Source: an optimization exercise on an open RTL-to-GDS flow (aim: small area, a short achievable clock period and few clock cycles). Production flows keep margins and buffers that such runs may drop.
Function was checked by simulation only, so behaviour that the tests miss may differ from the original.
Power is estimated from default activity; no workload was simulated.

## design.v

```verilog
module vm_muldiv (
    input  wire [1:0]  op,
    input  wire [63:0] a,
    input  wire [63:0] b,
    output wire [63:0] abs_a,
    output wire [63:0] abs_b,
    output wire        neg
);
    assign abs_a = a[63] ? (64'd0 - a) : a;
    assign abs_b = b[63] ? (64'd0 - b) : b;
    assign neg   = (op == 2'd2) ? a[63] : (a[63] ^ b[63]);
endmodule
module vm_lzc64 (
    input  wire [63:0] v,
    output wire [6:0]  z
);
    wire [63:0] v0 = v;
    wire [31:0] a1;  wire [31:0]  c1;
    wire [15:0] a2;  wire [31:0]  c2;
    wire [7:0]  a3;  wire [23:0]  c3;
    wire [3:0]  a4;  wire [15:0]  c4;
    wire [1:0]  a5;  wire [9:0]   c5;
    wire        a6;  wire [5:0]   c6;
    genvar g;
    generate
        for (g = 0; g < 32; g = g + 1) begin : l1
            assign a1[g] = v0[2*g+1] | v0[2*g];
            assign c1[g] = !v0[2*g+1];
        end
        for (g = 0; g < 16; g = g + 1) begin : l2
            assign a2[g] = a1[2*g+1] | a1[2*g];
            assign c2[2*g+1:2*g] = a1[2*g+1] ? {1'b0, c1[2*g+1]} : {1'b1, c1[2*g]};
        end
        for (g = 0; g < 8; g = g + 1) begin : l3
            assign a3[g] = a2[2*g+1] | a2[2*g];
            assign c3[3*g+2:3*g] = a2[2*g+1] ? {1'b0, c2[4*g+3:4*g+2]} : {1'b1, c2[4*g+1:4*g]};
        end
        for (g = 0; g < 4; g = g + 1) begin : l4
            assign a4[g] = a3[2*g+1] | a3[2*g];
            assign c4[4*g+3:4*g] = a3[2*g+1] ? {1'b0, c3[6*g+5:6*g+3]} : {1'b1, c3[6*g+2:6*g]};
        end
        for (g = 0; g < 2; g = g + 1) begin : l5
            assign a5[g] = a4[2*g+1] | a4[2*g];
            assign c5[5*g+4:5*g] = a4[2*g+1] ? {1'b0, c4[8*g+7:8*g+4]} : {1'b1, c4[8*g+3:8*g]};
        end
    endgenerate
    assign a6 = a5[1] | a5[0];
    assign c6 = a5[1] ? {1'b0, c5[9:5]} : {1'b1, c5[4:0]};
    assign z  = a6 ? {1'b0, c6} : 7'd64;
endmodule
module vm_fpu (
    input  wire        clk,
    input  wire        rst,
    input  wire        start,
    input  wire        hold,       
    input  wire [2:0]  op,
    input  wire [63:0] a,
    input  wire [63:0] b,
    output wire        soon,       
    output wire        done,
    output wire [63:0] result
);
    localparam [63:0] QNAN = 64'h7FF8000000000000;
    localparam [3:0] S_IDLE = 4'd0,
                     M_PREP = 4'd1, M_ITER = 4'd2, M_FIN = 4'd3,
                     F_A2 = 4'd4, F_A3 = 4'd5, F_A4 = 4'd6, F_RND = 4'd7,
                     F_SPEC = 4'd8,
                     D_SUBA = 4'd9, D_SET = 4'd10, D_IT = 4'd11, D_F1 = 4'd12,
                     D_F2 = 4'd13, D_SUBB = 4'd14, F_A4S = 4'd15;
    reg  [3:0]  state;
    reg  [63:0] A, B;           
    reg  [63:0] Q;              
    reg  [57:0] QM;             
    reg  [53:0] D;              
    reg  [13:0] E;              
    reg  [6:0]  cnt;
    reg         is_mul, is_div;
    reg         neg;            
    reg         sg;             
    reg         xge;            
    reg         esub;           
    reg         rovf, rzero;    
    reg         dst;            
    reg  [11:0] dab, dba;       
    reg  [6:0]  lza, lzb;       
    reg         mlast;          
    reg         yb;             
    reg         dlowq;          
    reg  [5:0]  qd;             
    reg  [63:0] res_q;          
    reg         res_v;
    wire is_int = !op[2];
    wire [63:0] abs_a, abs_b;
    wire        neg_s;
    vm_muldiv u_front (.op(op[1:0]), .a(a), .b(b), .abs_a(abs_a), .abs_b(abs_b), .neg(neg_s));
    wire        sx = a[63], sy = b[63];
    wire [10:0] ex = a[62:52], ey = b[62:52];
    wire        x_nan  = (ex == 11'h7FF) && (a[51:0] != 52'd0);
    wire        y_nan  = (ey == 11'h7FF) && (b[51:0] != 52'd0);
    wire        x_inf  = (ex == 11'h7FF) && (a[51:0] == 52'd0);
    wire        y_inf  = (ey == 11'h7FF) && (b[51:0] == 52'd0);
    wire        x_zero = (a[62:0] == 63'd0);
    wire [10:0] ea1 = (ex == 11'd0) ? 11'd1 : ex;
    wire [10:0] eb1 = (ey == 11'd0) ? 11'd1 : ey;
    wire        y_zero = (b[62:0] == 63'd0);
    reg  [63:0] add_spec;
    reg         add_is_spec;
    always @(*) begin
        add_is_spec = 1'b1;
        add_spec    = 64'd0;
        if (x_nan || y_nan || (x_inf && y_inf && (sx != sy))) add_spec = QNAN;
        else if (x_inf)              add_spec = a;
        else if (y_inf)              add_spec = b;
        else if (x_zero && y_zero)   add_spec = {sx & sy, 63'd0};
        else if (x_zero)             add_spec = b;
        else if (y_zero)             add_spec = a;
        else                         add_is_spec = 1'b0;
    end
    wire        d_sign = sx ^ sy;
    reg  [63:0] div_spec;
    reg         div_is_spec;
    always @(*) begin
        div_is_spec = 1'b1;
        div_spec    = 64'd0;
        if (x_nan || y_nan || (x_inf && y_inf)) div_spec = QNAN;
        else if (x_inf)                         div_spec = {d_sign, 11'h7FF, 52'd0};
        else if (y_inf || x_zero)               div_spec = {d_sign, 63'd0};
        else                                    div_is_spec = 1'b0;
    end
    wire [52:0] nm_in = (state == D_SUBB) ? {1'b0, B[51:0]} : {1'b0, A[51:0]};
    wire [63:0] lz1_in = (state == S_IDLE) ? abs_a :
                         (state == F_A4)   ? {A[55:0], 8'hFF} :
                                             {nm_in, 11'h7FF};
    wire [6:0]  lz1, lz2;
    vm_lzc64 u_lz1 (.v(lz1_in), .z(lz1));
    vm_lzc64 u_lz2 (.v(abs_b), .z(lz2));
    wire [6:0]  sdiff = lzb - lza;           
    wire [56:0] nsum   = A[56:0];
    wire        n_full = ({4'd0, lz1} < E[10:0]);
    wire [63:0] shl_in  = (state == M_PREP) ? B :
                          (state == F_A4 || state == F_A4S) ? {8'd0, A[55:0]} :
                                              {11'd0, nm_in};
    wire [5:0]  shl_amt = (state == M_PREP) ? sdiff[5:0] :
                          (state == F_A4S)  ? (E[5:0] - 6'd1) : lz1[5:0];
    wire [63:0] shl_out = shl_in << shl_amt;
    wire [63:0] big = xge ? A : B;
    wire [63:0] sml = xge ? B : A;
    wire [10:0] eb  = (big[62:52] == 11'd0) ? 11'd1 : big[62:52];
    wire [10:0] es  = (sml[62:52] == 11'd0) ? 11'd1 : sml[62:52];
    wire [55:0] mb  = {(big[62:52] != 11'd0), big[51:0], 3'b000};
    wire [55:0] ms  = {(sml[62:52] != 11'd0), sml[51:0], 3'b000};
    wire [11:0] dexp = xge ? dab : dba;
    wire [55:0] dsig  = Q[56] ? {Q[56:2], Q[1] | Q[0] | dst} : {Q[55:1], Q[0] | dst};
    wire [13:0] dexpv = Q[56] ? E : (E - 14'd1);
    wire        dovf  = !dexpv[13] && (dexpv >= 14'd2047);
    wire        dlow  = dexpv[13] || (dexpv == 14'd0);
    wire [13:0] dsh   = 14'd1 - dexpv;
    wire        fa2     = (state == F_A2);
    wire [55:0] shr_in  = fa2 ? ms : dsig;
    wire        shr_big = fa2 ? (dexp > 12'd55) : (dsh > 14'd55);
    wire [5:0]  shr_amt = fa2 ? dexp[5:0] : dsh[5:0];
    wire [55:0] shr_sh  = shr_in >> shr_amt;
    wire        shr_st  = shr_big ? (|shr_in) : (|(shr_in & ~({56{1'b1}} << shr_amt)));
    wire [55:0] shr_out = {(shr_big ? 55'd0 : shr_sh[55:1]), (shr_big ? 1'b0 : shr_sh[0]) | shr_st};
    wire [2:0]  btrip = {Q[1:0], yb};
    wire        bone  = (btrip == 3'b001) || (btrip == 3'b010) ||
                        (btrip == 3'b101) || (btrip == 3'b110);
    wire        btwo  = (btrip == 3'b011) || (btrip == 3'b100);
    wire        bneg  = btrip[2] && (btrip != 3'b111);
    wire [63:0] bmag  = btwo ? {B[62:0], 1'b0} : (bone ? B : 64'd0);
    wire [63:0] bterm = bneg ? ~bmag : bmag;
    wire        mfin  = (state == M_FIN) || (state == M_PREP);
    wire [63:0] vres  = (state == M_PREP) ? (is_div ? 64'd0 : A) : (is_div ? Q : A);
    reg  [63:0] ax, ay;
    reg         ac;
    always @(*) begin
        case (state)
            S_IDLE: begin ax = {1'b0, a[62:0]}; ay = ~{1'b0, b[62:0]}; ac = 1'b1; end
            M_ITER: begin ax = A; ay = is_mul ? bterm : ~B; ac = is_mul ? bneg : 1'b1; end
            F_A3:   begin ax = {8'd0, A[55:0]}; ay = {8'd0, B[55:0]} ^ {64{esub}}; ac = esub; end
            D_F1:   begin ax = {7'd0, A[56:0]}; ay = {7'd0, B[56:0]}; ac = 1'b0; end
            default: begin ax = 64'd0; ay = neg ? ~vres : vres; ac = neg; end
        endcase
    end
    wire [64:0] sum = {1'b0, ax} + {1'b0, ay} + {64'd0, ac};
    function [57+57+2-1:0] srt_step;
        input [56:0] s;
        input [56:0] c;
        input [53:0] d;
        reg   [3:0]  y;
        reg   [56:0] s2, c2, yv;
        reg   [56:0] ns, nc;
        reg          qp, qn;
        begin
            y  = s[55:52] + c[55:52];
            qp = !y[3];                      
            qn = y[3] && (y != 4'b1111);     
            s2 = {s[55:0], 1'b0};
            c2 = {c[55:0], 1'b0};
            yv = qp ? ~{3'b000, d} : (qn ? {3'b000, d} : 57'd0);
            ns = s2 ^ c2 ^ yv;
            nc = (((s2 & c2) | (s2 & yv) | (c2 & yv)) << 1) | {56'd0, qp};
            srt_step = {ns, nc, qp, qn};
        end
    endfunction
    wire [115:0] st1 = srt_step(A[56:0], B[56:0], D);
    wire [115:0] st2 = srt_step(st1[115:59], st1[58:2], D);
    wire [115:0] st3 = srt_step(st2[115:59], st2[58:2], D);
    wire [3:0]  qv = ({4{qd[5]}} & 4'd4) - ({4{qd[4]}} & 4'd4) +
                     ({4{qd[3]}} & 4'd2) - ({4{qd[2]}} & 4'd2) +
                     ({4{qd[1]}} & 4'd1) - ({4{qd[0]}} & 4'd1);
    wire [3:0]  qv1 = qv - 4'd1;
    wire [57:0] q_next  = {(qv[3] ? QM[54:0] : Q[54:0]), qv[2:0]};
    wire [57:0] qm_next = {((qv[3] || qv == 4'd0) ? QM[54:0] : Q[54:0]), qv1[2:0]};
    wire [56:0] W      = sum[56:0];
    wire        wneg   = W[56];
    wire [56:0] Sx     = A[56:0], Cx = B[56:0];
    wire [56:0] Dx     = {3'b000, D};
    wire        wzero  = ((Sx ^ Cx) == {(Sx[55:0] | Cx[55:0]), 1'b0});
    wire [56:0] s3     = Sx ^ Cx ^ Dx;
    wire [56:0] c3     = {((Sx[55:0] & Cx[55:0]) | (Sx[55:0] & Dx[55:0]) | (Cx[55:0] & Dx[55:0])), 1'b0};
    wire        wdzero = ((s3 ^ c3) == {(s3[55:0] | c3[55:0]), 1'b0});
    wire        rdf = (state == D_F2);
    wire [55:0] rs  = rdf ? dsig : A[55:0];
    wire [10:0] ref0 = rdf ? (dexpv[10:0] - 11'd1) : E[10:0];
    wire        rov = rdf ? dovf : rovf;
    wire        rz  = rdf ? 1'b0 : rzero;
    wire        rup = rs[2] & (rs[1] | rs[0] | rs[3]);
    wire [53:0] rm  = {1'b0, rs[55:3]} + {53'd0, rup};
    wire [10:0] rfield = ref0 + {9'd0, rm[53:52]};
    wire [63:0] rres = rz  ? 64'd0 :
                       rov ? {sg, 11'h7FF, 52'd0} : {sg, rfield, rm[51:0]};
    wire m_short = (state == M_PREP) && !is_mul && (lza > lzb);
    wire m_last  = mlast;
    wire m_early = (state == M_ITER) && m_last && !neg;
    wire [63:0] m_early_res = is_mul ? sum[63:0] :
                              is_div ? {Q[62:0], sum[64]} :
                              (sum[64] ? sum[63:0] : A);
    wire        done_c   = (state == M_FIN) || m_short || m_early || (state == F_RND) ||
                           (state == F_SPEC) || ((state == D_F2) && !dlowq);
    assign soon = done_c;
    wire [63:0] result_c = (state == F_SPEC) ? A :
                           (state == M_ITER) ? m_early_res :
                           (state == M_FIN || state == M_PREP) ? sum[63:0] : rres;
    assign done   = res_v;
    assign result = res_q;
    always @(posedge clk) begin
        if (done_c) res_q <= result_c;
        if (rst) begin
            res_v <= 1'b0;
        end else if (done_c) begin
            res_v <= 1'b1;
        end else if (!hold) begin
            res_v <= 1'b0;
        end
        if (rst) begin
            state <= S_IDLE;
        end else begin
            case (state)
                S_IDLE: if (start) begin
                    if (is_int) begin
                        is_mul <= (op[1:0] == 2'd0);
                        is_div <= (op[1:0] == 2'd1);
                        neg    <= neg_s;
                        A      <= abs_a;
                        B      <= abs_b;
                        lza    <= lz1;
                        lzb    <= lz2;
                        state  <= M_PREP;
                    end else if (!op[0]) begin
                        if (add_is_spec) begin
                            A <= add_spec;
                            state <= F_SPEC;
                        end else begin
                            A   <= a;
                            B   <= b;
                            xge <= sum[64];
                            dab <= {1'b0, ea1} - {1'b0, eb1};
                            dba <= {1'b0, eb1} - {1'b0, ea1};
                            state <= F_A2;
                        end
                    end else if (div_is_spec) begin
                        A <= div_spec;
                        state <= F_SPEC;
                    end else if (ex == 11'd0 || ey == 11'd0) begin
                        A <= a;
                        B <= b;
                        E <= 14'd0;
                        state <= (ex == 11'd0) ? D_SUBA : D_SUBB;
                    end else begin
                        A  <= {11'd0, 1'b1, a[51:0]};    
                        B  <= 64'd0;
                        D  <= {1'b1, b[51:0], 1'b0};
                        Q  <= 64'd0;
                        QM <= {58{1'b1}};
                        qd <= 6'd0;
                        E  <= {3'd0, ex} - {3'd0, ey} + 14'd1023;
                        sg <= d_sign;
                        cnt <= 7'd18;
                        state <= D_IT;
                    end
                end
                M_PREP: begin
                    if (is_mul) begin
                        if (lza >= lzb) begin
                            Q <= A;
                        end else begin
                            Q <= B;
                            B <= A;
                        end
                        A <= 64'd0;
                        mlast <= ((lza >= lzb) ? lza : lzb) >= 7'd63;
                        yb    <= 1'b0;
                        state <= ((lza == 7'd64) || (lzb == 7'd64)) ? M_FIN : M_ITER;
                    end else if (lza > lzb) begin
                        state <= S_IDLE;
                    end else begin
                        Q   <= 64'd0;
                        B   <= shl_out;
                        cnt <= sdiff;
                        mlast <= (lza == lzb);
                        state <= M_ITER;
                    end
                end
                M_ITER: begin
                    if (is_mul) begin
                        A <= sum[63:0];
                        B <= {B[61:0], 2'b00};
                        Q <= {2'b00, Q[63:2]};
                        yb <= Q[1];
                        mlast <= (Q[63:3] == 61'd0);
                        if (m_last) state <= neg ? M_FIN : S_IDLE;
                    end else begin
                        if (sum[64]) A <= sum[63:0];
                        Q <= {Q[62:0], sum[64]};
                        B <= {1'b0, B[63:1]};
                        cnt <= cnt - 7'd1;
                        mlast <= (cnt == 7'd1);
                        if (m_last) state <= neg ? M_FIN : S_IDLE;
                    end
                end
                F_A2: begin
                    A[55:0] <= mb;
                    B[55:0] <= shr_out;
                    E    <= {3'd0, eb};
                    sg   <= big[63];
                    esub <= A[63] ^ B[63];
                    state <= F_A3;
                end
                F_A3: begin
                    A[56:0] <= sum[56:0];
                    state <= F_A4;
                end
                F_A4: begin
                    if (nsum[56] || n_full) begin
                        A[55:0] <= nsum[56] ? {nsum[56:2], nsum[1] | nsum[0]} : shl_out[55:0];
                        E[10:0] <= nsum[56] ? E[10:0] : (E[10:0] - {4'd0, lz1} - 11'd1);
                    end
                    rovf    <= nsum[56] && (E[10:0] == 11'd2046);
                    rzero   <= (nsum == 57'd0);
                    state   <= (nsum[56] || n_full) ? F_RND : F_A4S;
                end
                F_A4S: begin
                    A[55:0] <= shl_out[55:0];
                    E[10:0] <= 11'd0;
                    state   <= F_RND;
                end
                D_SUBA: begin
                    A[62:52] <= 11'd1;
                    A[51:0]  <= shl_out[51:0];
                    E <= E - {7'd0, lz1};
                    state <= (B[62:52] == 11'd0) ? D_SUBB : D_SET;
                end
                D_SUBB: begin
                    B[62:52] <= 11'd1;
                    B[51:0]  <= shl_out[51:0];
                    E <= E + {7'd0, lz1};
                    state <= D_SET;
                end
                D_SET: begin
                    A  <= {11'd0, 1'b1, A[51:0]};
                    B  <= 64'd0;
                    D  <= {1'b1, B[51:0], 1'b0};
                    Q  <= 64'd0;
                    QM <= {58{1'b1}};
                    qd <= 6'd0;
                    E  <= E + {3'd0, A[62:52]} - {3'd0, B[62:52]} + 14'd1023;
                    sg <= A[63] ^ B[63];
                    cnt <= 7'd18;
                    state <= D_IT;
                end
                D_IT: begin
                    cnt <= cnt - 7'd1;
                    if (cnt == 7'd0) state <= D_F1;
                end
                D_F1: begin
                    Q[57:0] <= wneg ? qm_next : q_next;
                    dlowq   <= (wneg ? qm_next[56] : q_next[56]) ? (E[13] || E == 14'd0)
                                                               : (E[13] || E == 14'd0 || E == 14'd1);
                    dst     <= wneg ? !wdzero : !wzero;
                    state   <= D_F2;
                end
                D_F2: begin
                    A[55:0] <= shr_out;
                    E[10:0] <= 11'd0;
                    rovf    <= 1'b0;
                    rzero   <= 1'b0;
                    state   <= dlowq ? F_RND : S_IDLE;
                end
                default: state <= S_IDLE;    
            endcase
            if (state == D_IT) begin
                A[56:0] <= st3[115:59];
                B[56:0] <= st3[58:2];
                Q[57:0] <= q_next;
                QM      <= qm_next;
                qd      <= {st1[1:0], st2[1:0], st3[1:0]};
            end
        end
    end
endmodule
module vm_core (
    input  wire        clk,
    input  wire        rst,
    input  wire [15:0] code_len,
    input  wire [16:0] pool_len,
    output wire [15:0] imem_addr,
    input  wire [63:0] imem_data,
    output wire [15:0] cp_index,
    input  wire [1:0]  cp_kind,
    input  wire [63:0] cp_value,
    input  wire [15:0] cp_window,
    input  wire [15:0] cp_nret,
    output reg         emit_valid,
    output reg         emit_ret,
    output reg  [1:0]  emit_tag,
    output reg  [63:0] emit_data,
    output reg         halted,
    output reg  [2:0]  res_kind,
    output reg  [15:0] res_ip,
    output reg  [2:0]  res_depth
);
    localparam RF_SIZE = 16;
    localparam [1:0] T_INV = 2'd0, T_INT = 2'd1, T_FLT = 2'd2;
    localparam [1:0] K_JMP = 2'd2;
    localparam [2:0] R_NORMAL = 3'd0, F_LOAD = 3'd1, F_INDEX = 3'd2,
                     F_TYPE = 3'd3, F_ARITH = 3'd4, F_STACK = 3'd5,
                     F_DECODE = 3'd6;
    localparam [2:0] P_CHECK = 3'd0, P_RUN = 3'd1,
                     P_COPY = 3'd4, P_RETOUT = 3'd5, P_HALT = 3'd6;
    function legal_op;
        input [7:0] o;
        begin
            case (o)
                8'h00, 8'h01, 8'h02,
                8'h10, 8'h11, 8'h12, 8'h13, 8'h14, 8'h15,
                8'h20, 8'h21, 8'h30, 8'h31,
                8'h40, 8'h41, 8'h42, 8'h44, 8'h45, 8'h46,
                8'h48, 8'h49, 8'h4A, 8'h4C, 8'h4D, 8'h4E,
                8'h50, 8'h51: legal_op = 1'b1;
                default:      legal_op = 1'b0;
            endcase
        end
    endfunction
    function [15:0] onehot4;
        input [3:0] s;
        begin
            onehot4 = 16'd1 << s;
        end
    endfunction
    reg [2:0]  phase;
    reg [15:0] cl;                  
    reg [16:0] pl;                  
    reg [1:0]  rf_tag  [0:RF_SIZE-1];
    reg [63:0] rf_data [0:RF_SIZE-1];
    reg [1:0]  dep;                 
    reg [4:0]  fbase, fsize, fnret, fretdst;
    reg [15:0] fcbase;
    reg [15:0] s_ip     [0:2];
    reg [4:0]  s_base   [1:2];
    reg [4:0]  s_size   [1:2];
    reg [4:0]  s_nret   [1:2];
    reg [4:0]  s_retdst [1:2];
    reg [15:0] s_cbase  [1:2];
    reg [15:0] pc;                  
    reg [4:0]  fbase_f;             
    reg        ir_v;
    reg [63:0] ir;
    reg [15:0] ip_f;                
    reg [15:0] cpi;                 
    reg        ir_last;             
    reg        ir_end;              
    reg [15:0] selP, selQ, selW;    
    reg        x_v;
    reg [7:0]  x_op;
    reg [15:0] x_ip;
    reg        x_end;
    reg [63:0] xr_a, xr_b;          
    reg [1:0]  xr_ta, xr_tb;        
    reg        x_bypA, x_bypB;      
    reg [15:0] x_selW;
    reg        x_rbad;              
    reg        x_cbad;              
    reg        x_taken;             
    reg        x_jconst;            
    reg [15:0] x_jt;                
    reg [16:0] x_jlo;               
    reg        x_jhi;               
    reg [15:0] x_ca, x_cb;          
    reg        x_khi0;              
    reg [4:0]  x_kwin, x_knret;     
    wire [63:0] au_result;
    reg         au_flt;
    wire [63:0] x_a  = x_bypA ? au_result : xr_a;
    wire [63:0] x_b  = x_bypB ? au_result : xr_b;
    wire [1:0]  x_ta = x_bypA ? (au_flt ? 2'd2 : 2'd1) : xr_ta;
    wire [1:0]  x_tb = x_bypB ? (au_flt ? 2'd2 : 2'd1) : xr_tb;
    reg        au_busy;
    reg [15:0] au_dst;
    reg [15:0] csrc, cdst;          
    reg [4:0]  cleft;
    wire [63:0] fw   = imem_data;
    wire [7:0]  fop  = fw[7:0];
    wire        f_jmp  = (fop[7:4] == 4'h4) && (fop[1:0] != 2'b11);
    wire        f_usea = (fop == 8'h01) || (f_jmp && fop[1:0] != 2'b00);
    wire [3:0]  f_sa = fbase_f[3:0] + fw[11:8];
    wire [3:0]  f_sb = fbase_f[3:0] + fw[27:24];
    wire [3:0]  f_sc = fbase_f[3:0] + fw[43:40];
    wire [15:0] f_cidx = (fop == 8'h50) ? fw[55:40] :
                         (f_jmp && fop[1:0] == 2'b00) ? fw[23:8] : fw[47:32];
    wire [15:0] pc_inc = pc + 16'd1;
    assign imem_addr = pc;
    assign cp_index  = cpi;
    wire [7:0]  op  = ir[7:0];
    wire [55:0] arg = ir[63:8];
    wire [23:0] ba  = ir[31:8];
    wire [31:0] bb  = ir[63:32];
    wire [15:0] ca  = ir[23:8];
    wire [15:0] cb  = ir[39:24];
    wire [15:0] cc  = ir[55:40];
    wire is_jump = (op[7:4] == 4'h4) && (op[1:0] != 2'b11);
    wire j_rel   = op[3];
    wire j_const = op[2];
    wire j_cond  = (op[1:0] != 2'b00);
    wire cidx_hi  = (op == 8'h50) ? 1'b0 :
                    (is_jump && !j_cond) ? (arg[55:16] != 40'd0) :
                                           (bb[31:16] != 16'd0);
    wire cidx_bad = cidx_hi || ({1'b0, cpi} >= pl);
    reg chk_cidx;
    always @(*) begin
        case (op)
            8'h02, 8'h45, 8'h46, 8'h4D, 8'h4E: chk_cidx = 1'b1;
            8'h44, 8'h4C, 8'h50:               chk_cidx = 1'b1;
            default:                           chk_cidx = 1'b0;
        endcase
    end
    wire bad_a   = (ca[15:5] != 11'd0) || (ca[4:0] >= fsize);
    wire bad_b   = (cb[15:5] != 11'd0) || (cb[4:0] >= fsize);
    wire bad_c   = (cc[15:5] != 11'd0) || (cc[4:0] >= fsize);
    wire bad_ba  = (ba[23:5] != 19'd0) || (ba[4:0] >= fsize);
    wire bad_arg = (arg[55:5] != 51'd0) || (arg[4:0] >= fsize);
    reg  rbad;
    always @(*) begin
        case (op)
            8'h01:                              rbad = bad_arg;
            8'h02, 8'h41, 8'h42, 8'h45, 8'h46,
            8'h49, 8'h4A, 8'h4D, 8'h4E:         rbad = bad_ba;
            8'h15:                              rbad = bad_a | bad_b;
            8'h10, 8'h11, 8'h12, 8'h13, 8'h14,
            8'h20, 8'h21, 8'h30, 8'h31:         rbad = bad_a | bad_b | bad_c;
            default:                            rbad = 1'b0;
        endcase
    end
    reg  [16:0] j_lo;
    reg         j_hi_ok;
    always @(*) begin
        if (!j_cond) begin
            if (j_rel) begin
                j_lo    = arg[16:0];
                j_hi_ok = (arg[55:16] == 40'd0) || (arg[55:16] == {40{1'b1}});
            end else begin
                j_lo    = {1'b0, arg[15:0]};
                j_hi_ok = (arg[55:16] == 40'd0);
            end
        end else begin
            if (j_rel) begin
                j_lo    = bb[16:0];
                j_hi_ok = (bb[31:16] == 16'd0) || (bb[31:16] == 16'hFFFF);
            end else begin
                j_lo    = {1'b0, bb[15:0]};
                j_hi_ok = (bb[31:16] == 16'd0);
            end
        end
    end
    wire [15:0] j_base   = j_rel ? pc : fcbase;            
    wire [17:0] j_target = {2'b00, j_base} + {j_lo[16], j_lo};
    wire        copying = (phase == P_COPY) || (phase == P_RETOUT);
    wire        x_cr    = (phase == P_RUN) && x_v && !x_end && (x_op == 8'h50 || x_op == 8'h51);
    wire        x_copy0 = x_cr && (x_ca != 16'd0);
    wire [15:0] csrc_x  = onehot4(fbase[3:0] + x_cb[3:0]);
    wire [15:0] rselP = copying ? csrc : (x_copy0 ? csrc_x : selP);
    reg  [63:0] vP, vQ;
    reg  [1:0]  tP, tQ;
    integer k;
    always @(*) begin
        vP = 64'd0; vQ = 64'd0; tP = 2'd0; tQ = 2'd0;
        for (k = 0; k < RF_SIZE; k = k + 1) begin
            vP = vP | (rf_data[k] & {64{rselP[k]}});
            tP = tP | (rf_tag[k]  & {2{rselP[k]}});
            vQ = vQ | (rf_data[k] & {64{selQ[k]}});
            tQ = tQ | (rf_tag[k]  & {2{selQ[k]}});
        end
    end
    reg        w_en;
    reg [15:0] w_oh;
    reg [1:0]  w_tag;
    reg [63:0] w_data;
    wire       fwdP = w_en && ((w_oh & selP) != 16'd0);
    wire       fwdQ = w_en && ((w_oh & selQ) != 16'd0);
    wire [63:0] rP  = fwdP ? w_data : vP;
    wire [1:0]  rtP = fwdP ? w_tag  : tP;
    wire [63:0] rQ  = fwdQ ? w_data : vQ;
    wire [1:0]  rtQ = fwdQ ? w_tag  : tQ;
    wire        r_guard = (vP != 64'd0);
    wire        r_taken = !j_cond || (op[0] ? r_guard : !r_guard);
    wire        r_usesP = (op == 8'h01) || (is_jump && j_cond) ||
                          (op[7:4] == 4'h1) || (op[7:4] == 4'h2) || (op[7:4] == 4'h3);
    wire        r_usesQ = (op[7:4] == 4'h1 && op != 8'h15) || (op[7:4] == 4'h2) || (op[7:4] == 4'h3);
    wire        r_writes = (op == 8'h02) || (op[7:4] == 4'h1) || (op[7:4] == 4'h2) || (op[7:4] == 4'h3);
    wire        r_serial = (op == 8'h12 || op == 8'h13 || op == 8'h14 || op == 8'h20 ||
                            op == 8'h21 || op == 8'h50 || op == 8'h51);
    wire        au_pend = au_go || (au_busy && !au_wr);
    wire [15:0] au_pdst = au_go ? x_selW : au_dst;
    wire        r_rawP  = r_usesP && ((selP & au_pdst) != 16'd0);
    wire        r_rawQ  = r_usesQ && ((selQ & au_pdst) != 16'd0);
    wire        r_waw   = r_writes && ((selW & au_pdst) != 16'd0);
    wire        r_early = au_busy && au_soon && !au_go && !r_waw &&
                          !(op == 8'h50 || op == 8'h51) && !(is_jump && j_cond);
    wire        r_auhaz = au_pend && (r_serial || r_rawP || r_rawQ || r_waw) && !r_early;
    wire        r_haz   = (is_jump && j_cond && fwdP) || r_auhaz;
    wire xo_add = (x_op == 8'h10);
    wire xo_neg = (x_op == 8'h15);
    wire xo_flt = (x_op == 8'h31);
    wire [63:0] alu_x = xo_neg ? 64'd0 : (xo_flt ? {1'b0, x_a[62:0]} : x_a);
    wire [63:0] alu_y = xo_add ? x_b : (xo_neg ? ~x_a : (xo_flt ? ~{1'b0, x_b[62:0]} : ~x_b));
    wire [63:0] alu_s = alu_x + alu_y + {63'd0, !xo_add};
    wire        lt_res = (x_a[63] != x_b[63]) ? x_a[63] : alu_s[63];
    wire fb_nan = (x_a[62:52] == 11'h7FF) && (x_a[51:0] != 52'd0);
    wire fc_nan = (x_b[62:52] == 11'h7FF) && (x_b[51:0] != 52'd0);
    wire f_bothzero = (x_a[62:0] == 63'd0) && (x_b[62:0] == 63'd0);
    wire f_eqmag = (x_a[62:0] == x_b[62:0]);
    reg  flt_res;
    always @(*) begin
        if (fb_nan || fc_nan || f_bothzero)
            flt_res = 1'b0;
        else if (x_a[63] != x_b[63])
            flt_res = x_a[63];
        else if (!x_a[63])
            flt_res = alu_s[63];                   
        else
            flt_res = !alu_s[63] && !f_eqmag;      
    end
    wire [17:0] xj_t  = x_jconst ? ({2'b00, x_jt} + {x_jlo[16], x_jlo}) : {2'b00, x_jt};
    wire        xj_ok = x_jhi && (xj_t[17:16] == 2'b00) && (xj_t[15:0] < cl);
    wire [16:0] run_end  = {1'b0, x_cb} + {1'b0, x_ca};
    wire        run_bad  = (x_ca != 16'd0) && (run_end > {12'd0, fsize});
    wire [4:0]  call_nb  = fbase + fsize;
    wire [5:0]  call_top = {1'b0, call_nb} + {1'b0, x_kwin};
    wire [4:0]  c_base   = (dep == 2'd1) ? 5'd0 : s_base[dep == 2'd3 ? 2 : 1];
    wire [4:0]  c_size   = (dep == 2'd1) ? 5'd8 : s_size[dep == 2'd3 ? 2 : 1];
    wire [16:0] rdst_end = {12'd0, fretdst} + {1'b0, x_ca};
    wire [4:0]  sat_cb   = (x_cb > 16'd17) ? 5'd17 : x_cb[4:0];
    wire [15:0] cdst_x   = (x_op == 8'h50) ? onehot4(call_nb[3:0]) :
                                             onehot4(c_base[3:0] + fretdst[3:0]);
    wire [15:0] x_ipn    = x_ip + 16'd1;
    wire        xrun  = (phase == P_RUN) && x_v && !x_end;
    wire        xo_au = (x_op == 8'h12 || x_op == 8'h13 || x_op == 8'h14 ||
                         x_op == 8'h20 || x_op == 8'h21);
    wire        au_go = xrun && xo_au;
    wire [2:0]  au_op = (x_op == 8'h12) ? 3'd0 : (x_op == 8'h13) ? 3'd1 :
                        (x_op == 8'h14) ? 3'd2 : {2'b10, x_op[0]};
    wire        x_wr  = xrun && (x_op == 8'h02 || x_op == 8'h10 || x_op == 8'h11 ||
                                 x_op == 8'h15 || x_op == 8'h30 || x_op == 8'h31);
    wire        au_done, au_soon;
    wire        au_wr = au_busy && au_done && !x_wr;
    vm_fpu u_au (
        .clk(clk), .rst(rst), .start(au_go), .hold(x_wr), .op(au_op),
        .a(x_a), .b(x_b), .soon(au_soon), .done(au_done), .result(au_result)
    );
    reg [2:0] x_fault;
    always @(*) begin
        x_fault = 3'd0;
        if (!legal_op(x_op)) begin
            x_fault = F_DECODE;
        end else begin
            case (x_op)
                8'h00: ;
                8'h01: begin
                    if (x_rbad) x_fault = F_INDEX;
                    else if (x_ta != T_INT && x_ta != T_FLT) x_fault = F_TYPE;
                end
                8'h02: begin
                    if (x_rbad) x_fault = F_INDEX;
                    else if (x_cbad) x_fault = F_INDEX;
                    else if (x_tb[1]) x_fault = F_TYPE;
                end
                8'h10, 8'h11, 8'h12, 8'h13, 8'h14, 8'h30: begin
                    if (x_rbad) x_fault = F_INDEX;
                    else if (x_ta != T_INT || x_tb != T_INT) x_fault = F_TYPE;
                    else if ((x_op == 8'h13 || x_op == 8'h14) && x_b == 64'd0) x_fault = F_ARITH;
                end
                8'h15: begin
                    if (x_rbad) x_fault = F_INDEX;
                    else if (x_ta != T_INT) x_fault = F_TYPE;
                end
                8'h20, 8'h21, 8'h31: begin
                    if (x_rbad) x_fault = F_INDEX;
                    else if (x_ta != T_FLT || x_tb != T_FLT) x_fault = F_TYPE;
                    else if (x_op == 8'h21 && x_b[62:0] == 63'd0) x_fault = F_ARITH;
                end
                8'h50: begin
                    if (run_bad) x_fault = F_INDEX;
                    else if (x_cbad) x_fault = F_INDEX;
                    else if (x_tb != K_JMP) x_fault = F_TYPE;
                    else if (!x_khi0 || x_jt >= cl) x_fault = F_INDEX;
                    else if (x_ca > {11'd0, x_kwin}) x_fault = F_INDEX;
                    else if (dep == 2'd3) x_fault = F_STACK;
                    else if (call_top > 6'd16) x_fault = F_STACK;
                end
                8'h51: begin
                    if (run_bad) x_fault = F_INDEX;
                    else if (dep != 2'd0) begin
                        if ({11'd0, fnret} != x_ca) x_fault = F_INDEX;
                        else if (x_ca != 16'd0 && rdst_end > {12'd0, c_size}) x_fault = F_INDEX;
                    end
                end
                default: begin  
                    if (x_op[1:0] != 2'b00 && x_rbad) x_fault = F_INDEX;
                    else if (x_op[2] && x_cbad) x_fault = F_INDEX;
                    else if (x_op[1:0] != 2'b00 && x_ta != T_INT) x_fault = F_TYPE;
                    else if (x_op[2] && x_tb != K_JMP) x_fault = F_TYPE;
                    else if (x_taken && !xj_ok) x_fault = F_INDEX;
                end
            endcase
        end
    end
    wire x_single = !(x_op == 8'h50 || x_op == 8'h51);
    wire x_free = (phase == P_RUN) && (!x_v || x_single);
    wire r_go = (phase == P_RUN) &&
                ir_v && x_free && !r_haz;
    wire r_jump  = r_go && is_jump && r_taken;
    wire f_load  = (phase == P_CHECK) || (!ir_v || r_go);
    always @(*) begin
        w_en   = 1'b0;
        w_oh   = x_selW;
        w_tag  = T_INT;
        w_data = alu_s;
        case (phase)
            P_RUN: begin
                w_en = x_wr || au_wr || (x_copy0 && (x_op == 8'h50 || dep != 2'd0));
                if (au_wr) begin
                    w_oh = au_dst; w_tag = au_flt ? T_FLT : T_INT; w_data = au_result;
                end else case (x_op)
                    8'h50, 8'h51: begin w_oh = cdst_x; w_tag = tP; w_data = vP; end
                    8'h02: begin w_tag = x_tb[0] ? T_FLT : T_INT; w_data = x_b; end
                    8'h30: w_data = {63'd0, lt_res};
                    8'h31: w_data = {63'd0, flt_res};
                    default: ;
                endcase
            end
            P_COPY: begin
                w_en = 1'b1; w_oh = cdst; w_tag = tP; w_data = vP;
            end
            default: ;
        endcase
    end
    wire        call_ok = xrun && (x_op == 8'h50) && (x_fault == 3'd0);
    reg [RF_SIZE-1:0] clr;
    always @(*) begin
        for (k = 0; k < RF_SIZE; k = k + 1)
            clr[k] = call_ok &&
                     ({1'b0, k[4:0]} >= {1'b0, call_nb}) &&
                     ({1'b0, k[4:0]} < call_top);
    end
    always @(posedge clk) begin
        for (k = 0; k < RF_SIZE; k = k + 1) begin
            if (rst)
                rf_tag[k] <= T_INV;
            else if (w_en && w_oh[k])
                rf_tag[k] <= w_tag;
            else if (clr[k])
                rf_tag[k] <= T_INV;
            if (w_en && w_oh[k])
                rf_data[k] <= w_data;
        end
    end
    task halt_with;
        input [2:0]  kind;
        input [15:0] at;
        input [2:0]  d;
        begin
            phase     <= P_HALT;
            halted    <= 1'b1;
            res_kind  <= kind;
            res_ip    <= at;
            res_depth <= d;
        end
    endtask
    always @(posedge clk) begin
        cl <= code_len;
        pl <= pool_len;
        emit_valid <= 1'b0;
        emit_ret   <= 1'b0;
        emit_tag   <= (copying || x_copy0) ? tP : x_ta;
        emit_data  <= (copying || x_copy0) ? vP : x_a;
        if (rst) begin
            phase   <= P_CHECK;
            pc      <= 16'd0;
            ir_v    <= 1'b0;
            x_v     <= 1'b0;
            au_busy <= 1'b0;
            halted  <= 1'b0;
            res_kind  <= R_NORMAL;
            res_ip    <= 16'd0;
            res_depth <= 3'd0;
            dep     <= 2'd0;
            fbase   <= 5'd0;
            fbase_f <= 5'd0;
            fsize   <= 5'd8;
            fcbase  <= 16'd0;
        end else begin
            if (au_go) au_busy <= 1'b1;
            else if (au_wr) au_busy <= 1'b0;
            if (phase != P_HALT && f_load) begin
                ir      <= imem_data;
                ir_v    <= 1'b1;
                ip_f    <= pc;
                cpi     <= f_cidx;
                ir_last <= (pc_inc == cl);
                ir_end  <= (pc >= cl);
                selP    <= onehot4(f_usea ? f_sa : f_sb);
                selQ    <= onehot4(f_sc);
                selW    <= onehot4(f_sa);
                pc      <= (phase == P_CHECK && pc_inc == cl) ? 16'd0 : pc_inc;
            end
            x_ip    <= ip_f;
            x_end   <= ir_end;
            xr_a    <= rP;
            xr_ta   <= rtP;
            xr_b    <= (op == 8'h02) ? cp_value : rQ;
            xr_tb   <= (op == 8'h02 || op == 8'h50 || (is_jump && j_const)) ? cp_kind : rtQ;
            x_bypA  <= r_early && r_rawP;
            x_bypB  <= r_early && r_rawQ;
            x_rbad  <= rbad;
            x_cbad  <= cidx_bad;
            x_taken <= is_jump && r_taken;
            x_jconst <= j_const;
            x_jt    <= (op == 8'h50) ? cp_value[15:0] :
                       j_const ? j_base : j_target[15:0];
            x_jlo   <= cp_value[16:0];
            x_jhi   <= j_const ? ((cp_value[63:16] == 48'd0) || (cp_value[63:16] == {48{1'b1}}))
                               : (j_hi_ok && (j_target[17:16] == 2'b00));
            x_ca    <= ca;
            x_cb    <= cb;
            x_khi0  <= (cp_value[63:16] == 48'd0);
            x_kwin  <= (cp_window > 16'd17) ? 5'd17 : cp_window[4:0];
            x_knret <= (cp_nret > 16'd17) ? 5'd17 : cp_nret[4:0];
            if (r_go) begin
                x_v     <= 1'b1;
                x_op    <= op;
                x_selW  <= selW;
                if (r_jump) begin
                    ir_v <= 1'b0;
                    if (!j_const) pc <= j_target[15:0];
                end
                if (op == 8'h50) begin
                    ir_v    <= 1'b0;
                    pc      <= cp_value[15:0];
                    fbase_f <= fbase + fsize;
                end
                if (op == 8'h51 && dep != 2'd0) begin
                    ir_v    <= 1'b0;
                    pc      <= s_ip[dep - 2'd1];
                    fbase_f <= (dep == 2'd1) ? 5'd0 : s_base[dep - 2'd1];
                end
            end else if (x_free) begin
                x_v <= 1'b0;
            end
            case (phase)
                P_CHECK: begin
                    if (cl == 16'd0) begin
                        halt_with(F_LOAD, 16'd0, 3'd0);
                    end else if (ir_v) begin
                        if (!legal_op(op) || (chk_cidx && cidx_bad))
                            halt_with(F_LOAD, ip_f, 3'd0);
                        else if (ir_last)
                            phase <= P_RUN;
                    end
                end
                P_RUN: if (x_v) begin
                    if (x_end) begin
                        halt_with(R_NORMAL, x_ip, {1'b0, dep} + 3'd1);
                    end else if (x_fault != 3'd0) begin
                        halt_with(x_fault, x_ip, {1'b0, dep} + 3'd1);
                    end else begin
                        case (x_op)
                            8'h01: begin
                                emit_valid <= 1'b1;
                            end
                            8'h12, 8'h13, 8'h14, 8'h20, 8'h21: begin
                                au_dst <= x_selW;
                                au_flt <= x_op[5];
                            end
                            8'h50: begin
                                s_ip[dep] <= x_ipn;
                                if (dep != 2'd0) begin
                                    s_base[dep]   <= fbase;
                                    s_size[dep]   <= fsize;
                                    s_cbase[dep]  <= fcbase;
                                    s_nret[dep]   <= fnret;
                                    s_retdst[dep] <= fretdst;
                                end
                                dep     <= dep + 2'd1;
                                fbase   <= call_nb;
                                fsize   <= x_kwin;
                                fcbase  <= x_jt;
                                fnret   <= x_knret;
                                fretdst <= sat_cb;
                                x_v     <= 1'b0;
                                csrc    <= {csrc_x[14:0], csrc_x[15]};
                                cdst    <= {cdst_x[14:0], cdst_x[15]};
                                cleft   <= x_ca[4:0] - 5'd1;
                                if (x_ca > 16'd1) phase <= P_COPY;
                            end
                            8'h51: begin
                                csrc  <= {csrc_x[14:0], csrc_x[15]};
                                cleft <= x_ca[4:0] - 5'd1;
                                x_v   <= 1'b0;
                                if (dep == 2'd0) begin
                                    if (x_ca != 16'd0) begin
                                        emit_valid <= 1'b1;
                                        emit_ret   <= 1'b1;
                                    end
                                    if (x_ca <= 16'd1)
                                        halt_with(R_NORMAL, x_ip, 3'd1);
                                    else
                                        phase <= P_RETOUT;
                                end else begin
                                    cdst  <= {cdst_x[14:0], cdst_x[15]};
                                    dep   <= dep - 2'd1;
                                    if (dep == 2'd1) begin
                                        fbase  <= 5'd0;
                                        fsize  <= 5'd8;
                                        fcbase <= 16'd0;
                                    end else begin
                                        fbase   <= s_base[dep - 2'd1];
                                        fsize   <= s_size[dep - 2'd1];
                                        fcbase  <= s_cbase[dep - 2'd1];
                                        fnret   <= s_nret[dep - 2'd1];
                                        fretdst <= s_retdst[dep - 2'd1];
                                    end
                                    if (x_ca > 16'd1) phase <= P_COPY;
                                end
                            end
                            default: begin
                                if (x_taken && x_jconst) begin
                                    pc   <= xj_t[15:0];
                                    ir_v <= 1'b0;
                                end
                            end
                        endcase
                    end
                end
                P_COPY: begin
                    csrc  <= {csrc[14:0], csrc[15]};
                    cdst  <= {cdst[14:0], cdst[15]};
                    cleft <= cleft - 5'd1;
                    if (cleft == 5'd1) phase <= P_RUN;
                end
                P_RETOUT: begin
                    emit_valid <= 1'b1;
                    emit_ret   <= 1'b1;
                    csrc  <= {csrc[14:0], csrc[15]};
                    cleft <= cleft - 5'd1;
                    if (cleft == 5'd1)
                        halt_with(R_NORMAL, x_ip, 3'd1);
                end
                default: ;  
            endcase
        end
    end
endmodule
```

## flow/run.sh

```bash
#!/bin/bash
set -euo pipefail
bash standard.sh synth > synth.log 2>&1
bash standard.sh SETUP_SLACK_MARGIN=21 \
    "CTS_ARGS=-sink_clustering_enable -repair_clock_nets -dont_use_dummy_load" \
    finish > layout.log 2>&1
```

## standard.sh

```bash
#!/bin/bash
# synth_recipe.tcl (not shown) runs the flow's synth.tcl, then flattens the netlist and writes it again
# the make line also repeats each setting of config.mk as NAME=value (left out here)
make -C /OpenROAD-flow-scripts/flow DESIGN_CONFIG=/design/flow/config.mk WORK_HOME=/design/flow/orfs CLKGATE_MAP_FILE= SYNTH_SCRIPT=/design/flow/synth_recipe.tcl "${@:-finish}"
```

## config.mk

```make
export PLATFORM = sky130hd
export DESIGN_NAME = vm_core
export DESIGN_NICKNAME = vm_core
export VERILOG_FILES = /design/flow/design.v
export SDC_FILE = /design/flow/constraint.sdc
export NUM_CORES = 8
export LEC_CHECK = 0
export CAP_MARGIN = 40
export CORE_MARGIN = 2
export CORE_UTILIZATION = 30
export PLACE_DENSITY = 0.45
export SLEW_MARGIN = 40
```

## constraint.sdc

```tcl
create_clock -name core_clock -period 28.0 [get_ports {clk}]
set_input_delay 5.6000 -clock core_clock [delete_from_list [all_inputs] [get_ports {clk}]]
set_output_delay 5.6000 -clock core_clock [all_outputs]
set_load 0.01 [all_outputs]
```

==> flow_summary.ini, run 1 <==
[sta]
rsz0062_at_grt = yes
worst_pin_slew_ns = 1.31
setup_slack_ns = 20.64
min_period_ns = 7.36
max_freq_mhz = 136
tns_ns = 0
clock_skew_ns = 0.108
hold_slack_ns = 0.404
relSlewSlack_pct = 12.0
setup_violations = 0
post-route-period-util_pct = 26.3
drv_slew = 0
hold_viol_final = 0

[logic_synthesis]
ys_seq_elements = 2266
synth_edf_count = 2049
synth-seq-area-share_pct = 38.5
syn_area_per_cell_um2 = 9.02
synth_area_um2 = 171000
yosys_warnings = 4
yosysTopAreaCellShare_pct = 35.9
netlist_instances = 19000
synth.net_count = 20000
yosys_most_used_dff = edfxtp_1
async_flop_share_pct = 0
yosysTopAreaCell = edfxtp_1
ys_top_cells_by_area = edfxtp_1 36%, a21oi_1 5.0%, mux2i_1 4.6%, nor2_1 4.2%, ha_1 3.9%
yosysUniqueCellTypes = 132

[min_path]
holdCritPathClass = reg2reg
whs_path_depth = 0

[worst_setup_path]
required_ns = 28.84
ff2ff_path_depth = 20
cp-end-kind = register
worstPathArrival_ns = 8.21
cp_slowest_cell = nor3_1
path_cells = buf_12 > nand4bb_4 > buf_6 > a31oi_1 > nor3_1 > a31oi_2 > nor4b_4 > nand3_2 > and3_4 > buf_4 > a211oi_4 > buf_4 > nor3_1 > a311oi_2 > a22oi_1 > mux2i_1 > mux2_1 > nor2_1 > o311a_1 > a211oi_2
cp-start-kind = register
ff2ff_setup_slack_ns = 20.64
cp_max_fo = 57
crit_type = reg2reg
max_stage_delay_ns = 0.66

[cts]
numCtsBuffers = 291
cts-root-buf = clkbuf_16
cts_hold_buf = 0
worstSkewPairLatency_ns = 1.03
h-tree-depth = 5
path_clk_slew_ns = 0.06
cts_sinks = 2266
cts_tree = yes
clk_path_buf_depth = 4

[floorplan]
core_um2 = 569000
ios = 320
die_width_um = 760
die_h_um = 760
initial_core_util_pct = 30.1
rows = 277
dieArea_um2 = 577000

[placement]
placed_area_um2 = 188000
dp.cells = 26200
io_buffer_count = 319
place_ws_ns = 16.82
place_congestion = 1.09
dp_hpwl_mm = 859

[routing]
first_pass_iters = 9
num_vias = 182000
drt_iter0_drc = 29900
wire_per_inst_um = 44.7
drt-total-wl_mm = 1210
routed_via_density = 6.71
drc_errors = 0
postRouteAntennaNets = 0

[cells_and_area]
fin_util_pct = 36.4
drive_above_1_share_pct = 17.6
final_nets = 20500
area_growth_syn_to_layout_pct = 20.8
stdcell_count = 27100
fill_cells = 58100
design_area_um2 = 207000

[power_and_ir_drop]
cellLeakagePower_nw = 75.0
finalPower_mw = 16.0
ir_drop_mv = 0.0707
p_per_area_nw_per_um2 = 77.2

[global_route]
grt_usage_pct = 39.6
grt_max_degree = 124
grt_overflow = 0
grt_first_pass_wirelength_mm = 1570
grt_pass1_vias = 165000
grt_antenna_before_repair = 161

[flow_run]
drv_cap = 0

[outcome]
outcome = finished clean
## logic make-up after synthesis
family | after synthesis | share of synthesized area, %
compound gates | 6475 | 24.9
fa+ha+maj | 791 | 6.87
mux | 1012 | 6.16
buf+inv | 2352 | 5.31
simple gates | 5366 | 14.6
flops | 2266 | 38.5
xor+xnor | 736 | 3.77
## state kept, by name (all words and copies together) (netlist names), 55 cells and up, named ones only
register and flops:
xr_b 64, emit_data 64, rf_data 1024, u_au.Q 64, u_au.B 64, u_au.QM 55
u_au.A 64, u_au.res_q 64, ir 64, xr_a 64
## cell usage in the layout, fill, tap and decap left out, drive strengths merged, types with 278 or more instances in the layout
cell and n:
a21oi 1700, a221oi 527, a22o 366, a22oi 505, buf 1510, clkbuf 315
edfxtp 2049, ha 539, inv 777, mux2i 814, nand2 1497, nand3 330
nor2 1917, nor3 311, o21ai 1364, o22ai 409, xnor2 457, xor2 278
## Yosys cell counts (64+ instances only)
library cell	number
a2111oi_0	82
a211oi_1	175
a21o_1	227
a21oi_1	1700
a221oi_1	524
a22o_1	365
a22oi_1	501
a31oi_1	167
and2_1	85
and3_1	199
buf_1	221
clkbuf_1	1251
dfxtp_1	217
edfxtp_1	2049
fa_1	250
ha_1	539
inv_1	781
mux2_2	188
mux2i_1	793
nand2_1	1494
nand2b_1	143
nand3_1	330
nand4_1	269
nor2_1	1916
nor2b_1	99
nor3_1	307
nor4_1	177
o211ai_1	126
o21a_1	71
o21ai_0	1335
o21bai_1	64
o221ai_1	118
o22ai_1	407
o31ai_1	76
or3_1	64
xnor2_1	457
xor2_1	278
## final timing paths
| path | to | startpoint |
|---|---|---|
| setup / recovery | u_au.A[43] | u_au.state[3] |
| hold / removal | x_end | ir_end |
| setup reg to reg | u_au.A[43] | u_au.state[3] |
| hold reg to reg | x_end | ir_end |
## repair_timing
| item | CTS | global route |
|---|---|---|
| setup buffers | 279 | 170 |
| endpoints found under the setup margin | 1860 | 936 |
| gates cloned | 42 | 23 |
| pin swaps | 174 | 174 |
| gates resized for setup | 1519 | 547 |
## critical path, delay by kind of cell (launching register included)
kind / cells / cell delay (ns)
DFF: 1 / 0.38
muxes: 2 / 0.92
buffers and inverters: 4 / 1.27
AOI/OAI and AO/OA: 7 / 2.35
and+or+nand+nor: 7 / 2.13
## final cells by class
cell class | instances | area (um2) | share of cell area (%)
Multi-Input combinational cell | 14400 | 103000 | 50.0
Timing Repair Buffer | 1750 | 17400 | 8.42
Clock buffer | 291 | 7280 | 3.52
Tap cell | 7533 | 9430 | 4.55
Sequential cell | 2266 | 66100 | 31.9
Inverter | 800 | 3150 | 1.52
Antenna cell | 96 | 240 | 0.116
## routing by layer
metal	global-route usage, %	wire (um)
met1	49.9	458000
met4	28.0	114000
met2	57.3	494000
met5	0	569
met3	12.5	147000
## power by group
part,internal [mW],switching [mW]
registers,4.63,0.274
clock network,1.81,1.52
logic,2.28,5.46
Testbench counts, summed over its fixed seeds: cycles 95,993.
==> inputs of run 2 (changes only) <==
==> flow/run.sh (replaced) <==
#!/bin/bash
set -euo pipefail
bash standard.sh synth > synth.log 2>&1
bash standard.sh SETUP_SLACK_MARGIN=21 \
    "CTS_ARGS=-sink_clustering_enable -repair_clock_nets -dont_use_dummy_load -buf_list {sky130_fd_sc_hd__clkbuf_4 sky130_fd_sc_hd__clkbuf_8}" \
    finish > layout.log 2>&1
==> run 2 against run 1 <==
Against the previous run: cell area hardly changed; synthesized cell count stayed put; critical path depth is 19 lower; die area stayed put; global-route usage is 0.15 points higher.
==> flow_summary.ini, run 2 <==
[sta]
tns_ns = 0
setup_violations = 0
min_period_ns = 7.46
rsz0062_at_grt = yes
post-route-period-util_pct = 26.6
relSlewSlack_pct = 13.5
clock_skew_ns = 0.151
drv_slew = 0
worst_pin_slew_ns = 1.29
max_freq_mhz = 134
hold_viol_final = 0

[global_route]
grt_first_pass_wirelength_mm = 1580
grt_max_degree = 124
grt_overflow = 0
grt_pass1_vias = 167000
grt_antenna_before_repair = 152
grt_usage_pct = 39.8

[floorplan]
core_um2 = 569000
die_width_um = 760
dieArea_um2 = 577000
initial_core_util_pct = 30.1
die_h_um = 760
ios = 320
rows = 277

[worst_setup_path]
cp-start-kind = register
cp_max_fo = 2
cp-end-kind = output pin
crit_type = reg2out
path_buf_inv = 1
max_stage_delay_ns = 0.42
cp_slowest_cell = edfxtp_1
required_ns = 22.40
crit_family = flip-flops
worstPathArrival_ns = 1.86
path_cells = buf_2

[logic_synthesis]
yosysTopAreaCellShare_pct = 35.9
synth_edf_count = 2049
synth_area_um2 = 171000
yosysUniqueCellTypes = 132
syn_area_per_cell_um2 = 9.02
ys_top_cells_by_area = edfxtp_1 36%, a21oi_1 5.0%, mux2i_1 4.6%, nor2_1 4.2%, ha_1 3.9%
netlist_instances = 19000
ys_seq_elements = 2266
yosysTopAreaCell = edfxtp_1
yosys_warnings = 4
synth-seq-area-share_pct = 38.5
synth_most_common_cell = edfxtp_1
yosys_most_used_dff = edfxtp_1
netlist_top_cells_count = 2049 x edfxtp_1, 1916 x nor2_1, 1700 x a21oi_1, 1494 x nand2_1, 1335 x o21ai_0
synth.net_count = 20000
async_flop_share_pct = 0

[cells_and_area]
largest_reg_flops = 1024
drive_above_1_share_pct = 18.7
area_growth_syn_to_layout_pct = 20.7
final_cell_mix = 2049 x edfxtp_1, 1813 x nor2_1, 1580 x a21oi_1
final_nets = 20700
top_register = rf_data
mostFrequentLayoutCell = edfxtp_1

[routing]
wire_per_inst_um = 44.4
drc_errors = 0
drt-total-wl_mm = 1210
postRouteAntennaNets = 0
routed_via_density = 6.66
drt_iter0_drc = 29500
first_pass_iters = 10
num_vias = 182000

[power_and_ir_drop]
pwr-share-clk_pct = 18.0
p_per_area_nw_per_um2 = 75.3
seqPwrFrac_pct = 31.5
switching_share_pct = 46.5
p_int_mw = 8.34
p_switching_mw = 7.24
pwr-share-comb_pct = 50.5
ir_drop_mv = 0.0736
finalPower_mw = 15.6
cellLeakagePower_nw = 75.0

[cts]
path_clk_slew_ns = 0.06
cts_sinks = 2266
cts-root-buf = clkbuf_8
cts_hold_buf = 0
worstSkewPairLatency_ns = 1.28
cts_tree = yes
numCtsBuffers = 429
h-tree-depth = 5
clk_path_buf_depth = 4

[outcome]
outcome = finished clean

[placement]
dp_hpwl_mm = 859
place_congestion = 1.09
io_buffer_count = 319

[flow_run]
drv_cap = 0

[min_path]
holdCritPathClass = reg2reg
## run 2: logic make-up (layout without fill, tap and decap cells)
group / Yosys count / after routing / share of synthesized area [%]
AND/OR/NAND/NOR: 5366 / 5370 / 14.6
AO/OA/AOI/OAI: 6475 / 6479 / 24.9
XOR/XNOR: 736 / 736 / 3.77
other: 0 / 102 / 0
flip-flops: 2266 / 2266 / 38.5
adder cells (fa/ha/maj): 791 / 791 / 6.87
multiplexers: 1012 / 1012 / 6.16
buffers and inverters: 2352 / 3045 / 5.31
## run 2: metal layers
metal | vias up | wire, um | GRT usage [%]
li1 | 73100 | - | -
met5 | - | 609 | 0.00827
met3 | 3699 | 146000 | 12.7
met2 | 13800 | 493000 | 57.2
met1 | 91500 | 459000 | 49.8
met4 | 90 | 114000 | 29.3
## run 2: final cells by class
type	instances	area [um2]
diodes	102	255
clock buffers	429	5900
fillers	58300	362000
inverters	800	3150
multi-input cells	14400	104000
flip-flops and latches	2266	66100
well taps	7533	9430
repair buffers	1816	18300
## run 2: power groups by stage
stage / registers [mW] / clock network [mW] / logic, mW
after floorplan: 4.83 / 0 / 3.43
after global placement: 4.94 / 0 / 6.64
after detailed placement: 4.94 / 0 / 6.69
after CTS: 4.88 / 2.84 / 7.24
after global routing: 4.92 / 2.96 / 7.94
final: 4.90 / 2.81 / 7.87
## run 2: final timing paths
path	startpoint	to	slack [ns]	depth (start not counted)
worst min-delay path	ir_end	x_end	0.43	0
worst max-delay path	cpi[15]	cp_index[15]	20.54	1
worst max register to register	u_au.A[52]	u_au.B[49]	20.57	38
worst min register to register	ir_end	x_end	0.43	0
## run 2: per-stage QoR
stage               util, %  area, um2  cells  setup slack (ns)  hold WS, ns
floorplan                 -     172000  19000             19.47        0.400
finish                 36.3     207000  27300             20.54        0.430
detailed placement     33.0     188000  26200             16.82        0.416
global route           36.3     207000  27300             20.44        0.429
global placement       32.8     187000  26200             16.65        0.406
CTS                    35.6     203000  27000             20.44        0.415
## run 2: repair_timing
| action | CTS | global route |
|---|---|---|
| endpoints found under the setup margin | 1850 | 936 |
| cloned | 50 | 14 |
| buffers inserted | 348 | 166 |
| hold endpoints to repair | 0 | 0 |
| resized for setup | 1748 | 430 |
| pin swaps | 279 | 150 |
==> inputs of run 3 (changes only) <==
--- a/config.mk
+++ b/config.mk
@@ -9,4 +9,4 @@
 export CORE_MARGIN = 2
-export CORE_UTILIZATION = 30
-export PLACE_DENSITY = 0.45
+export CORE_UTILIZATION = 34
+export PLACE_DENSITY = 0.5
 export SLEW_MARGIN = 40
==> run 3 against run 2 <==
Against the previous run: still clean on timing, DRC and antenna; routed wire length is 1.9% lower; maximum frequency is 0.16% higher; register-to-register slack better by 0.06 ns; sequential power is essentially flat; flip-flop and latch count is the same; via count increased by 0.59%; sequential share of layout area up 0.19 points; highest routed layer unchanged.
==> flow_summary.ini, run 3 <==
[cts]
cts-root-buf = clkbuf_8
worstSkewPairLatency_ns = 1.29
numCtsBuffers = 417
clk_path_buf_depth = 4
path_clk_slew_ns = 0.07
cts_hold_buf = 0
h-tree-depth = 5
cts_sinks = 2266
cts_tree = yes

[flow_run]
drv_cap = 0

[global_route]
grt_max_degree = 107
grt_pass1_vias = 167000
grt_antenna_before_repair = 145
grt_usage_pct = 44.4
grt_overflow = 0
grt_first_pass_wirelength_mm = 1550

[logic_synthesis]
synthAdderAreaFrac_pct = 6.87
synth_edf_count = 2049
synthMuxAreaShare_pct = 6.16
yosys_most_used_dff = edfxtp_1
synth-seq-area-share_pct = 38.5
ys_seq_elements = 2266
yosysTopAreaCell = edfxtp_1
netlist_instances = 19000
yosysUniqueCellTypes = 132
netlist_top_cells_count = 2049 x edfxtp_1, 1916 x nor2_1, 1700 x a21oi_1, 1494 x nand2_1, 1335 x o21ai_0
async_flop_share_pct = 0
synth_compound_area_share_pct = 24.9
synth_top_family_by_area = compound AO/OA/AOI/OAI gates
yosys_warnings = 4
synth_xor_area_share_pct = 3.77
synth.net_count = 20000
synth-simple-area-share_pct = 14.6
synth_most_common_cell = edfxtp_1
yosysTopAreaCellShare_pct = 35.9
ys_top_cells_by_area = edfxtp_1 36%, a21oi_1 5.0%, mux2i_1 4.6%, nor2_1 4.2%, ha_1 3.9%
synth_area_um2 = 171000
syn_area_per_cell_um2 = 9.02

[placement]
dp_hpwl_mm = 847
io_buffer_count = 319
place_congestion = 1.08
dp.cells = 25300
place_ws_ns = 16.67

[cells_and_area]
fill_cells = 50200
fin_util_pct = 41.0
final_nets = 20600
largest_reg_flops = 1024
drive_above_1_share_pct = 18.7
final_cell_mix = 2049 x edfxtp_1, 1803 x nor2_1, 1582 x a21oi_1
area_growth_syn_to_layout_pct = 20.0
mostFrequentLayoutCell = edfxtp_1
top_register = rf_data
stdcell_count = 26400

[routing]
drc_errors = 0
postRouteAntennaNets = 0
wire_per_inst_um = 45.1
first_pass_iters = 12
drt_iter0_drc = 30300
routed_via_density = 6.94
num_vias = 183000
drt-total-wl_mm = 1190

[worst_setup_path]
crit_family = flip-flops
crit_type = reg2out
cp_max_fo = 2
path_buf_inv = 1
worstPathArrival_ns = 1.85
max_stage_delay_ns = 0.45
cp-start-kind = register
cp_slowest_cell = edfxtp_1
cp-end-kind = output pin
path_cells = buf_2
required_ns = 22.40

[floorplan]
initial_core_util_pct = 34.2
rows = 260
die_width_um = 714
die_h_um = 714
dieArea_um2 = 510000
ios = 320
core_um2 = 502000

[power_and_ir_drop]
finalPower_mw = 15.5
ir_drop_mv = 0.0681
p_per_area_nw_per_um2 = 75.6
cellLeakagePower_nw = 74.7

[sta]
hold_viol_final = 0
max_freq_mhz = 134
clock_skew_ns = 0.248
rsz0062_at_grt = yes
min_period_ns = 7.45
worst_pin_slew_ns = 1.07
tns_ns = 0
relSlewSlack_pct = 27.0
setup_violations = 0
post-route-period-util_pct = 26.6
setup_slack_ns = 20.55
drv_slew = 0

[outcome]
outcome = finished clean

[min_path]
holdCritPathClass = reg2reg
-- run 3: cell count changes in the layout (fill, tap and decap cells not counted), moves of 11 or more --
cell | before | now
buf_6 | 216 | 195
buf_4 | 1139 | 1107
nand2_2 | 41 | 54
buf_16 | 43 | 32
xor2_1 | 263 | 247
diode_2 | 102 | 81
xor2_2 | 11 | 28
dfxtp_2 | 75 | 63
-- run 3: stage by stage --
| stage | hold WS [ns] | instance area (um2) |
|---|---|---|
| global route | 0.390 | 205000 |
| CTS | 0.365 | 200000 |
| finish | 0.383 | 206000 |
| floorplan | 0.400 | 172000 |
| global placement | 0.425 | 185000 |
| detailed placement | 0.417 | 187000 |
-- run 3: path summary, 6_finish.rpt --
check,slack [ns],depth (start not counted),endpoint,from
max,20.55,1,cp_index[0],cpi[0]
min,0.38,0,x_selW[5],selW[5]
max reg2reg,20.63,35,u_au.B[34],u_au.A[52]
min reg2reg,0.38,0,x_selW[5],selW[5]
-- run 3: worst reg2reg max path: cells and delay by family, from the launching register on --
kind	cells	cell delay (ns)
buffers and inverters	10	1.56
AND/OR/NAND/NOR	1	0.07
flip-flops	1	0.42
adder cells (fa/ha/maj)	6	2.19
AO/OA/AOI/OAI	14	2.33
XOR/XNOR	4	0.61
-- run 3: per-layer routing --
metal	track usage, %	wire (um)	up-vias	share of wire [%]
met5	0.00943	591	-	0.050
met4	35.8	124000	84	10
met3	14.7	151000	4180	13
met2	63.4	480000	14900	40
met1	54.4	434000	91200	37
li1	-	-	72900	-
-- run 3: area by class of cell --
type                       instances  area [um2]  area share (%)
inverter                         800        3170            1.54
multi-input combinational      14400      104000            50.8
clock buffer                     417        5740            2.79
timing repair buffer            1766       17600            8.58
antenna                           81         203          0.0986
sequential                      2266       66100            32.1
tap                             6681        8360            4.07
timing repair inverter             4        41.3          0.0201
-- run 3: kinds of logic (layout without fill, tap and decap cells) --
family / count (synthesis) / after routing
flip-flops: 2266 / 2266
AND/OR/NAND/NOR: 5366 / 5373
other: 0 / 81
adder cells (fa/ha/maj): 791 / 791
multiplexers: 1012 / 1012
buffers and inverters: 2352 / 2987
XOR/XNOR: 736 / 736
AO/OA/AOI/OAI: 6475 / 6476
-- run 3: report_power, final --
part	internal (mW)	total [mW]	switching (mW)	leakage [nW]
sequential	4.63	4.89	0.262	20.2
clock	1.30	2.76	1.47	3.00
combinational	2.41	7.89	5.48	51.5
-- run 3: timing repair --
| item | in CTS | in global routing |
|---|---|---|
| pin swaps | 230 | 284 |
| gates cloned | 42 | 18 |
| gates resized for setup | 1673 | 593 |
| buffers inserted | 320 | 189 |
| endpoints found under the setup margin | 1982 | 996 |

-- static timing again, ports no longer ideal --
How much do the figures lean on ideal ports? The routed layouts below were timed once more, with nothing changed but the port constraints. Step 1 (the two cells are an assumption about what drives the block):
set clk [get_ports {clk}]
set_driving_cell -lib_cell sky130_fd_sc_hd__clkbuf_16 $clk
set_driving_cell -lib_cell sky130_fd_sc_hd__buf_2 [delete_from_list [all_inputs] $clk]
Step 2 moves the port delays by t, midway between the first and last clock arrival at a register: inputs arrive t later, outputs are due t later. That takes back most of the time a late clock gives input paths. Slacks: no drivers / after step 1 / after step 2; pairs: no drivers / after step 1.
run | t (ns) | slack for setup (ns) | hold WS [ns] | slew at the worst register clock pin (ns) | worst slew at a driven data input, ns
run 1 | 1.098 | 20.636 / 20.636 / 19.932 | 0.404 / 0.404 / 0.404 | 0.07 / 0.07 | 0.10
run 2 | 1.341 | 20.540 / 20.407 / 19.708 | 0.430 / 0.430 / 0.430 | 0.07 / 0.07 | 0.10
run 3 | 1.296 | 20.552 / 20.426 / 19.720 | 0.383 / 0.383 / 0.383 | 0.08 / 0.08 | 0.10
After both steps setup and hold are still met in every run listed.
